Background: an optimization exercise with open tools, aiming at a short achievable clock period and few clock cycles. Do not read the settings as production practice.
In this exercise RTL edits were held to simulation tests only and were not proved equivalent to the original.
Power is estimated from default activity; no workload was simulated.

[design/flow/config.mk]
export PLATFORM = sky130hd
export DESIGN_NAME = wbt_lz_decoder
export DESIGN_NICKNAME = wbt_lz_decoder
export VERILOG_FILES = /design/flow/design.v
export SDC_FILE = /design/flow/constraint.sdc
export NUM_CORES = 4
export LEC_CHECK = 0
export CAP_MARGIN = 20
export CORE_MARGIN = 2
export CORE_UTILIZATION = 40
export SLEW_MARGIN = 20
[design/flow/constraint.sdc]
create_clock -name core_clock -period 6.0 [get_ports {clk}]
set_input_delay 1.2000 -clock core_clock [delete_from_list [all_inputs] [get_ports {clk}]]
set_output_delay 1.2000 -clock core_clock [all_outputs]
set_load 0.01 [all_outputs]
[design/flow/design.v]
module wbt_lz_decoder (
    input  wire        clk,
    input  wire        rst,
    input  wire        start,
    input  wire        clear,
    /*verilator lint_off UNUSEDSIGNAL*/
    input  wire [3:0]  cfg_format,    
    /*verilator lint_on UNUSEDSIGNAL*/
    input  wire        cfg_image,
    input  wire [15:0] cfg_base_len,
    input  wire [15:0] cfg_stride,
    input  wire [15:0] cfg_in_len,
    input  wire [15:0] cfg_out_len,
    output reg         in_rd_en,
    output reg  [15:0] in_addr,
    input  wire [7:0]  in_rdata,
    output reg         out_we,
    output reg  [15:0] out_waddr,
    output reg  [7:0]  out_wdata,
    output reg         out_rd_en,
    output reg  [15:0] out_raddr,
    input  wire [7:0]  out_rdata,
    output wire [1:0]  state,
    output wire [1:0]  err_kind,
    output wire [3:0]  err_cause,
    output wire [16:0] in_pos,
    output wire [15:0] out_pos,
    output wire [7:0]  bit_buf,
    output wire [3:0]  bit_cnt
);
    localparam [1:0] ST_IDLE = 2'd0, ST_BUSY = 2'd1, ST_DONE = 2'd2, ST_ERROR = 2'd3;
    localparam [1:0] K_TRUNC = 2'd1, K_CORRUPT = 2'd2;
    localparam [3:0] C_PREFIX      = 4'd1,
                     C_REFILL      = 4'd4,
                     C_RAW         = 4'd5,
                     C_BAD_PARAM   = 4'd8,
                     C_OFF_ZERO    = 4'd10,
                     C_OFF_BEFORE  = 4'd11,
                     C_LEN_OVERRUN = 4'd12,
                     C_GAMMA_OVF   = 4'd13;
    localparam [4:0] P_IDLE     = 5'd0,
                     P_DONE     = 5'd1,
                     P_ERROR    = 5'd2,
                     P_INIT     = 5'd3,
                     P_PREFIX   = 5'd4,
                     P_PREFIX_W = 5'd5,
                     P_TOKEN    = 5'd6,
                     P_LIT      = 5'd7,
                     P_MATCH    = 5'd8,
                     P_FORM     = 5'd9,
                     P_SEL      = 5'd10,
                     P_OFF_LO   = 5'd11,
                     P_OFF_HI   = 5'd12,
                     P_EXT      = 5'd13,
                     P_GZERO    = 5'd14,
                     P_GVAL     = 5'd15,
                     P_CHECK    = 5'd16,
                     P_COPY_RD  = 5'd17,
                     P_COPY_WR  = 5'd18,
                     P_FILL     = 5'd19,
                     P_RAW_W    = 5'd20,
                     P_OFF8     = 5'd21,
                     P_CTXOFF   = 5'd22,
                     P_WAIT     = 5'd23;
    reg [4:0]  phase;
    reg [4:0]  ret_phase;       
    reg [4:0]  wait_next;       
    reg        one_byte;        
    reg        use_ctx;         
    reg [15:0] blen;            
    reg [15:0] stride;          
    reg [15:0] in_len;
    reg [15:0] out_len;
    reg [16:0] ip;
    reg [15:0] cur;
    reg [7:0]  buf_r;
    reg [3:0]  cnt;
    reg [1:0]  ekind;
    reg [3:0]  ecause;
    reg [7:0]  raw_byte;        
    reg [2:0]  sel;
    reg [1:0]  sel_n;           
    reg [18:0] offset;
    reg [1:0]  base;
    reg [5:0]  gz;              
    reg [5:0]  gi;              
    reg [30:0] gval;
    reg [32:0] length;
    assign state     = (phase == P_IDLE)  ? ST_IDLE  :
                       (phase == P_DONE)  ? ST_DONE  :
                       (phase == P_ERROR) ? ST_ERROR : ST_BUSY;
    assign err_kind  = ekind;
    assign err_cause = ecause;
    assign in_pos    = ip;
    assign out_pos   = cur;
    assign bit_buf   = buf_r;
    assign bit_cnt   = cnt;
    wire busy = (state == ST_BUSY);
    wire       bit_now = buf_r[7];
    wire       have_bit = (cnt != 4'd0);
    wire       in_avail = (ip < {1'b0, in_len});
    wire [15:0] prefix_len = (blen < out_len) ? blen : out_len;
    wire [18:0] b19 = {3'b0, blen};
    wire [18:0] s19 = {3'b0, stride};
    wire        stride_branch = ({b19[16:0], 2'b0} + b19) < s19;    
    reg  [18:0] oct_entry;
    always @(*) begin
        case (sel)
            3'd0: oct_entry = b19;
            3'd1: oct_entry = b19 << 1;
            3'd2: oct_entry = b19 * 3;
            3'd3: oct_entry = stride_branch ? (s19 - b19)        : (b19 << 2);
            3'd4: oct_entry = stride_branch ? s19                : (b19 * 5);
            3'd5: oct_entry = stride_branch ? (s19 + b19)        : (b19 * 6);
            3'd6: oct_entry = stride_branch ? (s19 + (b19 << 1)) : (b19 * 7);
            default: oct_entry = stride_branch ? (s19 << 1)      : (b19 << 3);
        endcase
    end
    wire [15:0] remaining = out_len - cur;
    task automatic fail(input [1:0] k, input [3:0] c);
        begin
            ekind  <= k;
            ecause <= c;
            phase  <= P_ERROR;
        end
    endtask
    task automatic take_bit;
        begin
            buf_r <= {buf_r[6:0], 1'b0};
            cnt   <= cnt - 4'd1;
        end
    endtask
    task automatic refill(input [4:0] p);
        begin
            if (!in_avail) begin
                fail(K_TRUNC, C_REFILL);
            end else begin
                in_rd_en  <= 1'b1;
                in_addr   <= ip[15:0];
                ret_phase <= p;
                wait_next <= P_FILL;
                phase     <= P_WAIT;
            end
        end
    endtask
    task automatic raw_read(input [4:0] p);
        begin
            if (!in_avail) begin
                fail(K_TRUNC, C_RAW);
            end else begin
                in_rd_en  <= 1'b1;
                in_addr   <= ip[15:0];
                ret_phase <= p;
                wait_next <= P_RAW_W;
                phase     <= P_WAIT;
            end
        end
    endtask
    always @(posedge clk) begin
        in_rd_en  <= 1'b0;
        out_we    <= 1'b0;
        out_rd_en <= 1'b0;
        if (rst) begin
            phase     <= P_IDLE;
            ret_phase <= P_IDLE;
            wait_next <= P_IDLE;
            ip        <= 17'd0;
            cur       <= 16'd0;
            buf_r     <= 8'd0;
            cnt       <= 4'd0;
            ekind     <= 2'd0;
            ecause    <= 4'd0;
            in_addr   <= 16'd0;
            out_waddr <= 16'd0;
            out_wdata <= 8'd0;
            out_raddr <= 16'd0;
        end else if (start && !busy) begin
            one_byte <= cfg_format[3];
            use_ctx  <= cfg_format[0] & cfg_image;
            blen     <= cfg_image ? cfg_base_len : 16'd1;
            stride   <= cfg_stride;
            in_len   <= cfg_in_len;
            out_len  <= cfg_out_len;
            ip       <= 17'd0;
            cur      <= 16'd0;
            buf_r    <= 8'd0;
            cnt      <= 4'd0;
            ekind    <= 2'd0;
            ecause   <= 4'd0;
            phase    <= ((cfg_image && cfg_base_len == 16'd0) || cfg_format[1]) ? P_ERROR : P_INIT;
            if ((cfg_image && cfg_base_len == 16'd0) || cfg_format[1]) begin
                ekind  <= K_CORRUPT;
                ecause <= C_BAD_PARAM;
            end
        end else if (clear && !busy) begin
            if (phase == P_DONE || phase == P_ERROR) begin
                phase  <= P_IDLE;
                ekind  <= 2'd0;
                ecause <= 4'd0;
            end
        end else begin
            case (phase)
                P_INIT: phase <= P_PREFIX;
                P_PREFIX: begin
                    if (cur < prefix_len) begin
                        if (!in_avail) begin
                            fail(K_TRUNC, C_PREFIX);
                        end else begin
                            in_rd_en <= 1'b1;
                            in_addr  <= ip[15:0];
                            wait_next <= P_PREFIX_W;
                            phase    <= P_WAIT;
                        end
                    end else if (cur == out_len) begin
                        phase <= P_DONE;
                    end else begin
                        ip    <= (ip + 17'd3) & ~17'd3;
                        phase <= P_TOKEN;
                    end
                end
                P_PREFIX_W: begin
                    out_we    <= 1'b1;
                    out_waddr <= cur;
                    out_wdata <= in_rdata;
                    cur       <= cur + 16'd1;
                    ip        <= ip + 17'd1;
                    phase     <= P_PREFIX;
                end
                P_TOKEN: begin
                    if (cur == out_len) begin
                        phase <= P_DONE;
                    end else if (!have_bit) begin
                        refill(P_TOKEN);
                    end else begin
                        take_bit;
                        if (bit_now) raw_read(P_LIT);
                        else         phase <= P_MATCH;
                    end
                end
                P_LIT: begin
                    out_we    <= 1'b1;
                    out_waddr <= cur;
                    out_wdata <= raw_byte;
                    cur       <= cur + 16'd1;
                    phase     <= P_TOKEN;
                end
                P_MATCH: begin
                    if (use_ctx) begin
                        if (!have_bit) begin
                            refill(P_MATCH);
                        end else begin
                            take_bit;
                            if (bit_now) begin
                                sel_n <= 2'd0;
                                phase <= P_SEL;
                            end else begin
                                phase <= P_FORM;
                            end
                        end
                    end else begin
                        phase <= P_FORM;
                    end
                end
                P_FORM: begin
                    if (one_byte) begin
                        base <= 2'd2;
                        raw_read(P_OFF8);
                    end else if (!have_bit) begin
                        refill(P_FORM);
                    end else begin
                        take_bit;
                        if (bit_now) begin
                            base <= 2'd2;
                            raw_read(P_OFF8);
                        end else begin
                            base <= 2'd3;
                            raw_read(P_OFF_LO);
                        end
                    end
                end
                P_OFF8: begin
                    offset <= {11'd0, raw_byte};
                    phase  <= P_EXT;
                end
                P_OFF_LO: begin
                    offset <= {11'd0, raw_byte};
                    raw_read(P_OFF_HI);
                end
                P_OFF_HI: begin
                    offset <= {3'd0, raw_byte, offset[7:0]};
                    phase  <= P_EXT;
                end
                P_SEL: begin
                    if (!have_bit) begin
                        refill(P_SEL);
                    end else begin
                        take_bit;
                        sel   <= {sel[1:0], bit_now};
                        sel_n <= sel_n + 2'd1;
                        if (sel_n == 2'd2) phase <= P_CTXOFF;
                    end
                end
                P_CTXOFF: begin
                    offset <= oct_entry;
                    base   <= (blen != 16'd1) ? 2'd1 : 2'd2;
                    phase  <= P_EXT;
                end
                P_EXT: begin
                    if (!have_bit) begin
                        refill(P_EXT);
                    end else begin
                        take_bit;
                        if (bit_now) begin
                            length <= {31'd0, base};
                            phase  <= P_CHECK;
                        end else begin
                            gz    <= 6'd0;
                            phase <= P_GZERO;
                        end
                    end
                end
                P_GZERO: begin
                    if (!have_bit) begin
                        refill(P_GZERO);
                    end else begin
                        take_bit;
                        if (bit_now) begin
                            gval <= 31'd1;
                            gi   <= gz;
                            if (gz == 6'd0) begin
                                length <= {31'd0, base};
                                phase  <= P_CHECK;
                            end else begin
                                phase <= P_GVAL;
                            end
                        end else if (gz == 6'd31) begin
                            fail(K_CORRUPT, C_GAMMA_OVF);
                        end else begin
                            gz <= gz + 6'd1;
                        end
                    end
                end
                P_GVAL: begin
                    if (!have_bit) begin
                        refill(P_GVAL);
                    end else begin
                        take_bit;
                        gval <= {gval[29:0], bit_now};
                        gi   <= gi - 6'd1;
                        if (gi == 6'd1) begin
                            length <= {1'b0, gval, bit_now} - 33'd1 + {31'd0, base};
                            phase  <= P_CHECK;
                        end
                    end
                end
                P_CHECK: begin
                    if (offset == 19'd0)
                        fail(K_CORRUPT, C_OFF_ZERO);
                    else if (offset > {3'd0, cur})
                        fail(K_CORRUPT, C_OFF_BEFORE);
                    else if (length > {17'd0, remaining})
                        fail(K_CORRUPT, C_LEN_OVERRUN);
                    else
                        phase <= P_COPY_RD;
                end
                P_COPY_RD: begin
                    out_rd_en <= 1'b1;
                    out_raddr <= cur - offset[15:0];
                    wait_next <= P_COPY_WR;
                    phase     <= P_WAIT;
                end
                P_COPY_WR: begin
                    out_we    <= 1'b1;
                    out_waddr <= cur;
                    out_wdata <= out_rdata;
                    cur       <= cur + 16'd1;
                    length    <= length - 33'd1;
                    phase     <= (length == 33'd1) ? P_TOKEN : P_COPY_RD;
                end
                P_WAIT: phase <= wait_next;
                P_FILL: begin
                    buf_r <= in_rdata;
                    cnt   <= 4'd8;
                    ip    <= ip + 17'd1;
                    phase <= ret_phase;
                end
                P_RAW_W: begin
                    raw_byte <= in_rdata;
                    ip       <= ip + 17'd1;
                    phase    <= ret_phase;
                end
                default: ;
            endcase
        end
    end
endmodule
[design/flow/run.sh]
#!/bin/bash
# synth_recipe.tcl (not shown) runs the flow's synth.tcl, then flattens the netlist and writes it again
# the make line also repeats each setting of config.mk as NAME=value (left out here)
make -C /OpenROAD-flow-scripts/flow DESIGN_CONFIG=/design/flow/config.mk WORK_HOME=/design/flow/orfs CLKGATE_MAP_FILE= SYNTH_SCRIPT=/design/flow/synth_recipe.tcl finish
==> impl_metrics.tcl <==
set metrics [dict create \
    firstDrtPassIters 8 \
    num_vias 24760 \
    startpoint_type "flip-flop" \
    fin_crit_sh_pct 94.14 \
    syn-instance-count 3091 \
    power_density_nw_per_um2 257.6 \
    cp_common_cell "nor2_1" \
    slew_headroom_pct 13.60 \
    crit_required_ns 6.27 \
    multi_input_area_um2 16900 \
    cts_max_level 2 \
    ios 201 \
    cp_data_arrival_time_ns 5.92 \
    leakagePower_nw 11.92 \
    seq_power_share_pct 30.8 \
    remaining_drc_errors 0 \
    yosysTopAreaCellShare_pct 20.37 \
    p_int_mw 4.810 \
    grt_max_degree 76 \
    grt_pass1_wl_um 144400 \
    finalHoldViolCount 0 \
    cts_buffers 38 \
    mappedNetlistArea_um2 25950 \
    drive_gt1_share_pct 5.026 \
    start_util_pct 40.33 \
    portBuffers 199 \
    yosysSeqAreaShare_pct 30.01 \
    run_status "finished clean" \
    vdd_drop_max_v 0.0002365 \
    clock-root-buffer "clkbuf_16" \
    routed_wire_length_per_instance_um 22.85 \
    synthFlopType "edfxtp_1" \
    num_rows 93 \
    maxCapViolations 0 \
    setup_violations 0 \
    viasPerCell 5.956 \
    cts_tree "built" \
    postRouteAntennaNets 0 \
    net-switching-power_mw 3.005 \
    worstSetupPathType "flip-flop to flip-flop" \
    synth_common_cells "nor2_1 (295), nand2_1 (286), ha_1 (282)" \
    rsz0062_at_grt "no" \
    totalWireLength_um 95030 \
    ys_ff_latch 301 \
    antenna_cells 0 \
    yosysMostFrequentCell "nor2_1" \
    worstPathMaxFanout 25 \
    globalRouteTotalUtil_pct 27.71 \
    clkTransAtPathRegs_ns 0.06 \
    swShare_pct 38.45 \
    seq_area_um2 7787 \
    setup_tns_ns 0 \
    yosys.area.top_type "edfxtp_1" \
    clock.fmax_ghz 0.1771 \
    worstPathCellList "ha_1 -> fa_1 -> a211oi_1 -> nor2_1 -> o31ai_1 -> nor2_1 -> nor2_1 -> o21bai_1 -> a31oi_1 -> xnor2_1 -> ha_1 -> nand3_1 -> or2_2 -> o2111ai_1 -> a2111o_1 -> or3_2 -> buf_4 -> nand2_2 -> a21oi_1 -> o41ai_2 -> o211ai_1" \
    antenna_found_initial 0 \
    ctsHoldBuffers 0 \
    die_x_um 258.7 \
    ys_types 89 \
    drt_iter0_markers 2284 \
    grt_pass1_vias 24480 \
    syn2layout_area_growth_pct 16.89 \
    fin_hold_ws_ns 0.4548 \
    synth-edff-count 176 \
    hold_class "flip-flop to flip-flop" \
    yosysWarnings 1 \
    globalRouteOverflowTotal 0 \
    p_clk_share_pct 29.6 \
    syn_avg_cell_area_um2 8.395 \
    slowest_delay_ns 0.76 \
    clockBufferDepth 3 \
    syn_nets 3499 \
    tightest_slew_ns 1.284 \
    critPathSlowestCell "or3_2" \
    fill_cells 6216 \
    finClkSkew_ns 0.01997 \
    period_needed_ns 5.648 \
    coreArea_um2 64350 \
    pwr-share-comb_pct 39.6 \
    fin_nets 3681 \
    cts_sinks 301 \
    dp_hpwl_um 73820 \
    fp.dieArea_um2 66930 \
    maxSlewViolCount 0 \
    fp.dieH_um 258.7 \
    synthTopCellsByArea "edfxtp_1 (20%), ha_1 (14%), dfxtp_1 (9.6%)" \
    crit_path_end_kind "flip-flop" \
    clk_latency_ns 0.57 \
    async_flop_share_pct 0 \
    gp_congestion 0.9715 \
]
==> flip-flops by register name (all words and copies together), names as in the netlist, 17 cells and up <==
signal  cells
gval       31
length     33
ip         17
offset     19
==> placed cells by master, fill, tap and decap left out, types with 111 or more instances in the layout <==
cell type        netlist  layout
xnor2_1              111     111
clkdlybuf4s50_1        0     198
dfxtp_1              125     125
a21oi_1              279     278
o21ai_0              128     128
edfxtp_1             176     176
nand2_1              286     286
ha_1                 282     282
inv_1                212     212
nor2_1               295     293
==> area by class of cell <==
cell class | instances | share of cell area, %
Sequential cell | 301 | 25.68
Clock buffer | 54 | 3.601
Tap cell | 855 | 3.527
Inverter | 213 | 2.636
Multi-Input combinational cell | 2447 | 55.71
Clock inverter | 16 | 0.4909
Timing Repair Buffer | 272 | 8.358
==> cells by family (layout without fill, tap and decap cells) <==
logic type,Yosys count,after routing,synth area share (%)
and+or+nand+nor,1010,1010,18.27
AOI/OAI and AO/OA,896,896,22.41
buffers and inverters,343,555,5.140
adders and majority gates,319,319,16.45
DFF,301,301,30.01
xor gates and xnor gates,178,178,6.008
muxes,44,44,1.707
==> critical path, delay by kind of cell (launching register included) <==
kind / cells / cell delay [ns]
compound gates: 9 / 2.02
fa+ha+maj: 3 / 0.96
flops: 1 / 0.47
xor+xnor: 1 / 0.14
simple gates: 7 / 1.42
buf+inv: 1 / 0.34
==> timing repair <==
action	4_1_cts	5_1_grt
setup endpoints to repair	0	1
setup buffers	0	0
gates resized for setup	0	1
==> metal layers <==
metal | wire length, um | share of wire (%) | GRT usage, % | vias to the layer above
li1 | - | - | - | 11680
met1 | 41200 | 43 | 36.00 | 12050
met2 | 45160 | 48 | 47.53 | 862
met3 | 5191 | 5.5 | 2.983 | 169
met4 | 3467 | 3.6 | 10.13 | 0
met5 | 0 | 0 | 0 | -
==> final timing paths <==
| kind | depth (start not counted) | end | slack (ns) | from |
|---|---|---|---|---|
| max | 21 | offset[10]$_DFFE_PP_ | 0.35 | blen[3]$_SDFFCE_PN0P_ |
| min reg2reg | 2 | out_waddr[8]$_SDFFE_PP0P_ | 0.45 | out_waddr[8]$_SDFFE_PP0P_ |
| max reg2reg | 21 | offset[10]$_DFFE_PP_ | 0.35 | blen[3]$_SDFFCE_PN0P_ |
| min | 2 | out_waddr[8]$_SDFFE_PP0P_ | 0.45 | out_waddr[8]$_SDFFE_PP0P_ |
==> stage by stage <==
step           setup WS (ns)  power, mW  cell area (um2)  util (%)  cells
6_report              0.3519      7.815            30330     47.13   4158
3_5_place_dp          0.3581      5.480            29060     45.16   4087
2_1_floorplan         0.9704      4.493            25950         -   3091
4_1_cts               0.3255      7.817            30300     47.09   4157
5_1_grt             0.008357      8.230            30330     47.13   4158
3_3_place_gp          0.3908      5.429            29060     45.16   4087
==> power by group through the flow <==
stage / clock [mW] / combinational (mW) / sequential (mW)
2_1_floorplan: 0 / 2.04 / 2.45
4_1_cts: 2.36 / 3.05 / 2.41
3_3_place_gp: 0 / 2.98 / 2.45
5_1_grt: 2.43 / 3.38 / 2.42
6_report: 2.31 / 3.09 / 2.41
3_5_place_dp: 0 / 3.03 / 2.45
Testbench counts, summed over its fixed seeds: cycles 431,628.

==> port drivers added, routing unchanged <==
No port has a modelled driver above. Below, the same layout with a new extraction and two added sets of constraints. Step 1, drivers: a clkbuf_16 drives clk and a buf_2 each remaining input, both assumed. Step 2 also shifts input and output timing later by t, the mid clock arrival at the registers, as if the neighbouring blocks saw the same clock. Three values: no drivers, after step 1, after step 2; two values: the first two.
shift t [ns]: 0.617
slack for setup (ns): 0.352 / 0.352 / 0.352
worst setup path at the end: register to register
cell pins on the clock port's net: 1
After both steps this run still meets setup and hold. For this run, drivers alone change the setup slack by 0.000 ns; drivers and shift together by 0.000 ns.
